Context: an optimization exercise on an open-source flow, tuned for small area. The choices shown serve that exercise and are no tape-out recipe.
The RTL was checked by simulation tests, not by an equivalence proof against the original design.
Power and IR drop assume default switching activity.

==> flow/design.v (excerpt) <==
module remimo_core (
    input  wire        clk,
    input  wire        rst,         
    output wire        mem_req,
    output wire        mem_we,
    output wire [15:0] mem_addr,
    output wire [15:0] mem_wdata,
    input  wire        mem_ready,
    input  wire [15:0] mem_rdata,
    output wire        halted,
    output wire [1:0]  cause,       
    output wire [15:0] pc,
    output wire [15:0] r0,
    output wire [15:0] r1,
    output wire [15:0] r2,
    output wire [15:0] r3,
    output wire [3:0]  flags        
);
export LEC_CHECK = 0
export ABC_AREA = 1
export CAP_MARGIN = 0
export CORE_MARGIN = 2
export CORE_UTILIZATION = 50
export SLEW_MARGIN = 0
create_clock -name core_clock -period 10.0 [get_ports {clk}]
standard.sh (not shown) runs the stock make flow with config.mk's settings and CLKGATE_MAP_FILE= SYNTH_SCRIPT=/design/flow/synth_recipe.tcl, a recipe that flattens the netlist after the stock synthesis.
==> flow/flow/run.sh <==
#!/bin/bash
# The standard ORFS layout (standard.sh), built with these changes:
#  - synthesis: the standard flow's own synthesis script (synth_recipe.tcl), except that
#    Yosys's abc maps the logic with each of the area-oriented scripts
#    flow/s*.abc and keeps the smallest result (flow/abc_best.tcl), and
#    adders are left to abc. Registers, their names and cell types are
#    those of the standard synthesis.
#  - every port is buffered with the smallest buffer cell;
#  - the clock tree uses small buffers and no dummy loads.
# The flow's output goes to standard_flow.log here; each ORFS step keeps
# its own log under orfs/logs.
set -euo pipefail
W=$PWD
export BUFFER_PORTS_ARGS="-buffer_cell sky130_fd_sc_hd__buf_1"
export CTS_ARGS="-sink_clustering_enable -repair_clock_nets -buf_list sky130_fd_sc_hd__clkbuf_4 -dont_use_dummy_load -sink_clustering_size 20 -sink_clustering_max_diameter 60"
mkdir -p "$W/abc_best"
{
  head -n 1 synth_recipe.tcl
  echo "set ::abc_best_scripts [list $(ls "$W"/flow/s*.abc | tr '\n' ' ')]"
  echo "set ::abc_best_dir $W/abc_best"
  echo "source $W/flow/abc_best.tcl"
  tail -n +2 synth_recipe.tcl
} > flow_synth.tcl
sed "s#SYNTH_SCRIPT=[^ ]*#SYNTH_SCRIPT=$W/flow_synth.tcl ADDER_MAP_FILE=#" standard.sh > flow_standard.sh
bash flow_standard.sh > standard_flow.log 2>&1
Other scripts of this flow, unchanged in this note and not shown: flow/flow/abc_best.tcl, flow/flow/s01.abc, flow/flow/s02.abc, flow/flow/s03.abc, flow/flow/s04.abc, flow/flow/s05.abc, flow/flow/s06.abc, flow/flow/s07.abc, flow/flow/s08.abc, flow/flow/s09.abc, flow/flow/s10.abc, flow/flow/s11.abc
Next try:
--- a/flow/design.v
+++ b/flow/design.v
@@ -192,35 +192,35 @@
             last  = end8;
         end
     end
     wire en0 = init | (rd_en & (sel_d == 2'd0)) | (rs_en & (sel_s == 2'd0));
     wire en1 = init | (rd_en & (sel_d == 2'd1)) | (rs_en & (sel_s == 2'd1));
     wire en2 = init | (rd_en & (sel_d == 2'd2)) | (rs_en & (sel_s == 2'd2));
     wire en3 = init | (rd_en & (sel_d == 2'd3)) | (rs_en & (sel_s == 2'd3));
     wire [1:0] in0 = init ? 2'b00 : (rd_en & (sel_d == 2'd0)) ? wb : x0[1:0];
     wire [1:0] in1 = init ? 2'b00 : (rd_en & (sel_d == 2'd1)) ? wb : x1[1:0];
     wire [1:0] in2 = init ? 2'b00 : (rd_en & (sel_d == 2'd2)) ? wb : x2[1:0];
     wire [1:0] in3 = init ? 2'b00 : (rd_en & (sel_d == 2'd3)) ? wb : x3[1:0];
-    wire t_ld = fetch | (p2_acc & ~lst);
-    wire [1:0] t_top = (mem_rdata[15:13] == 3'b010) ? rd_o : mem_rdata[1:0];
+    wire t_ld = (fetch & mem_ready) | (p2_acc & mem_ready & ~lst);
+    wire [1:0] t_top = f_ls ? rd_o : mem_rdata[1:0];
     always @(posedge clk) begin
         if (en0) x0 <= {in0, x0[15:2]};
         if (en1) x1 <= {in1, x1[15:2]};
         if (en2) x2 <= {in2, x2[15:2]};
         if (en3) x3 <= {in3, x3[15:2]};
         if (pc_en) pc_q <= {pc_in, pc_q[15:2]};
         if (t_ld)
             t <= {t_top, mem_rdata[15:2]};
         else if (t_sh)
             t <= {rd_o, t[15:2]};
-        if (fetch) begin
+        if (fetch & mem_ready) begin
             lrd <= mem_rdata[11:10];
             lrs <= mem_rdata[9:8];
         end
     end
     always @(posedge clk) begin
         if (exec & is_sh)
             c <= sh_c;
         else
             c <= s_c2;
         pcc <= p_c2;
     end
@@ -232,24 +232,24 @@
             fz <= 1'b0;
         end else if (exec & is_alu & ir[7]) begin
             fz <= (first | fz) & (alu_res == 2'b00);
             if (last) begin
                 fc <= op[1] & (s_c2 ^ sub);
                 fn <= alu_res[1];
                 fv <= op[1] & ~(add_a[1] ^ add_b[1]) & (add_a[1] ^ s_sum[1] ^ sub);
             end
         end
     end
     always @(posedge clk) begin
-        cnt <= (~rst & (init | exec | f_ls | ls1 | p2 | rest) & ~last & ~stall)
-               ? cnt_inc : 4'd0;
+        cnt <= (~rst & (init | exec | f_ls | ls1 | p2 | rest) & ~last)
+               ? (stall ? cnt : cnt_inc) : 4'd0;
         if (rst) begin
             state <= S_INIT;
         end else begin
             case (state)
                 S_INIT, S_REST, S_EXEC, S_LS1, S_LS1 + 4'd1, S_P2, S_P2 + 4'd1: begin
                     if (last) begin
                         if (rest)
                             state <= S_HEA;
                         else if (ls1)
                             state <= s_c2 ? S_REST : {3'b111, lst};
                         else
Non-clock buffer count rises by 1.
Power falls by 43%.
Wire length falls by 1.1%.
Fmax falls by 7.9%.
Count of clock-buffer cells in the layout stays the same.
Cell area rises by 1.7%.
Setup slack degrades by 0.44 ns.
Global-route usage falls by 0.50 points.
Worst hold slack degrades by 0.031 ns.
First-iteration DRC count falls by 13%.

-- port drivers added, routing unchanged --
No port has a modelled driver above. Below, the same layouts with a new extraction and two added sets of constraints. Step 1, drivers: a clkbuf_16 drives clk and a buf_2 each remaining input, both assumed. Step 2 moves the port delays by t, midway between the first and last clock arrival at a register: inputs arrive t later, outputs are due t later. That takes back most of the time a late clock gives input paths. Slacks: ideal / step 1 / step 2; pairs: ideal / step 1.
| run | t, ns | setup slack, ns | worst setup path at the end | worst register clock-pin slew, ns |
|---|---|---|---|---|
| the first run | 0.519 | 4.824 / 4.836 / 4.317 | input to register | 0.10 / 0.10 |
| the second run | 0.555 | 4.382 / 4.396 / 3.841 | input to register | 0.11 / 0.11 |
After both steps setup and hold are still met in every run listed. For the second run, which loses most, drivers alone change the setup slack by +0.014 ns; drivers and shift together by -0.541 ns.
